Source: an optimization exercise on an open RTL-to-GDS flow (aim: small area, a short achievable clock period and few clock cycles per item). Production flows keep margins and buffers that such runs may drop. The RTL was checked by simulation tests, not by an equivalence proof against the original design. Power and IR drop assume default switching activity.

==> module ppu_render, before the edit <==
module ppu_render (
    input  wire         clk,
    input  wire         rst,
    input  wire         start,
    output wire         busy,
    output reg          done,
    input  wire         pal_we,
    input  wire [1:0]   pal_idx,
    input  wire [23:0]  pal_rgb,
    output wire         vram_re,
    output wire [14:0]  vram_addr,
    input  wire [7:0]   vram_rdata,
    output reg          fb_we,
    output wire [7:0]   fb_y,
    output wire [4:0]   fb_col,
    output wire [7:0]   fb_paint,
    output wire [191:0] fb_rgb
);
    reg        run;         
    reg        startup;     
    reg        ph;          
    reg        mflag;       
    reg [2:0]  r;           
    reg [9:0]  cidx;        
    reg [7:0]  tile;
    reg [7:0]  plane0;
    reg [7:0]  plane1;
    reg [1:0]  rd;          
    reg [23:0] paln1, paln2, paln3;
    always @(posedge clk) begin
        if (pal_we) begin
            case (pal_idx)
                2'd1: paln1 <= ~pal_rgb;
                2'd2: paln2 <= ~pal_rgb;
                2'd3: paln3 <= ~pal_rgb;
                default: ;
            endcase
        end
    end
    wire [9:0] cidx_nx = cidx + 10'd1;
    wire       mslot   = ph & (r == 3'd7) & ~mflag;
    wire       p1slot  = ph & ~mslot;
    wire       idle    = startup & p1slot;
    assign vram_re   = run & ~idle;
    assign vram_addr = mslot ? {3'b001, 2'b00, cidx_nx}
                             : {3'b000, tile, r, ph};
    always @(posedge clk) begin
        if (rst) begin
            run   <= 1'b0;
            rd    <= 2'd0;
            fb_we <= 1'b0;
            done  <= 1'b0;
        end else begin
            done  <= fb_we & ~run & (rd == 2'd0);
            fb_we <= (rd == 2'd3);
            rd    <= 2'd0;
            if (run) begin
                if (!ph) begin
                    ph <= 1'b1;
                    rd <= 2'd2;
                end else if (mslot) begin
                    mflag <= 1'b1;
                    rd    <= 2'd1;
                end else begin
                    ph    <= 1'b0;
                    mflag <= 1'b0;
                    startup <= 1'b0;
                    r     <= r + 3'd1;
                    if (!startup)
                        rd <= 2'd3;
                    if (r == 3'd0)
                        cidx <= cidx_nx;
                    if (r == 3'd7 && cidx == 10'd895)
                        run <= 1'b0;
                end
            end else if (start) begin
                run   <= 1'b1;
                startup <= 1'b1;
                ph    <= 1'b1;
                mflag <= 1'b0;
                r     <= 3'd7;
                cidx  <= 10'h3ff;
            end
        end
    end
    always @(posedge clk) begin
        case (rd)
            2'd1: tile   <= vram_rdata;
            2'd2: plane0 <= vram_rdata;
            2'd3: plane1 <= vram_rdata;
            default: ;
        endcase
    end
    assign busy = run | (rd != 2'd0) | fb_we;
    assign fb_y   = {cidx[9:5], r - 3'd1};
    assign fb_col = cidx[4:0];
    genvar c;
    generate
        for (c = 0; c < 8; c = c + 1) begin : px
            wire b0 = plane0[7-c];
            wire b1 = plane1[7-c];
            wire s1 = b0 & ~b1;
            wire s2 = ~b0 & b1;
            wire s3 = b0 & b1;
            assign fb_paint[c] = b0 | b1;
            assign fb_rgb[24*c +: 24] = ~(({24{s1}} & paln1) |
                                          ({24{s2}} & paln2) |
                                          ({24{s3}} & paln3));
        end
    endgenerate
endmodule
export LEC_CHECK = 0
export CAP_MARGIN = 20
export CORE_MARGIN = 2
export CORE_UTILIZATION = 40
export PLACE_DENSITY = 0.6
export SLEW_MARGIN = 20
create_clock -name core_clock -period 5.0 [get_ports {clk}]
run.sh (not shown) runs the stock make flow with config.mk's settings and CLKGATE_MAP_FILE= SYNTH_SCRIPT=/design/flow/synth_recipe.tcl, a recipe that flattens the netlist after the stock synthesis.
The baseline completed with no timing, DRC or antenna violations.
Testbench counts at the start, summed over its fixed seeds: cycles 243,796, frames 16.
==> next run, changes <==
--- a/flow/design.v
+++ b/flow/design.v
@@ -24,7 +24,7 @@
     reg [9:0]  cidx;        
     reg [7:0]  tile;
     reg [7:0]  plane0;
-    reg [7:0]  plane1;
+    reg [7:0]  sel1, sel2, sel3;    
     reg [1:0]  rd;          
     reg [23:0] paln1, paln2, paln3;
     always @(posedge clk) begin
@@ -87,9 +87,13 @@
         case (rd)
             2'd1: tile   <= vram_rdata;
             2'd2: plane0 <= vram_rdata;
-            2'd3: plane1 <= vram_rdata;
             default: ;
         endcase
+    end
+    always @(posedge clk) begin
+        sel1 <=  plane0 & ~vram_rdata;
+        sel2 <= ~plane0 &  vram_rdata;
+        sel3 <=  plane0 &  vram_rdata;
     end
     assign busy = run | (rd != 2'd0) | fb_we;
     assign fb_y   = {cidx[9:5], r - 3'd1};
@@ -97,12 +101,10 @@
     genvar c;
     generate
         for (c = 0; c < 8; c = c + 1) begin : px
-            wire b0 = plane0[7-c];
-            wire b1 = plane1[7-c];
-            wire s1 = b0 & ~b1;
-            wire s2 = ~b0 & b1;
-            wire s3 = b0 & b1;
-            assign fb_paint[c] = b0 | b1;
+            wire s1 = sel1[7-c];
+            wire s2 = sel2[7-c];
+            wire s3 = sel3[7-c];
+            assign fb_paint[c] = s1 | s2 | s3;
             assign fb_rgb[24*c +: 24] = ~(({24{s1}} & paln1) |
                                           ({24{s2}} & paln2) |
                                           ({24{s3}} & paln3));
Result:
- setup slack gains 0.39 ns
- wire length fell by roughly a tenth
- sequential power climbs by about a fifth
- area after synthesis went down by about a fifth
- cell area shrinks by roughly a tenth
- worst hold slack degrades by 0.061 ns
- synthesized cell count shrinks by about a fifth
- fmax went up by roughly a tenth
Testbench counts after the change, summed over its fixed seeds: cycles 243,796, frames 16.

[re-timing with driven ports]
The flow's constraints put no driver on any port. The routed layouts listed below were extracted and timed again, unchanged, in two steps.
Step 1 assumes that a clkbuf_16 drives the clock port and a buf_2 every other input.
Step 2 times the ports against the registers' clock, not the clock port: input delays grow and output delays shrink by t, the midpoint of the rising clock arrivals with the driver on.
Three values: no drivers, after step 1, after step 2; two values: the first two.
run | t, ns | setup WS [ns] | slew at the worst register clock pin (ns) | worst data-port slew with drivers (ns) | cell pins on the clock port's net
the first run | 0.452 | 1.160 / 1.113 / 1.565 | 0.06 / 0.06 | 0.08 | 1
the second run | 0.446 | 1.548 / 1.507 / 1.953 | 0.06 / 0.06 | 0.06 | 1
After both steps every run listed still meets setup and hold.
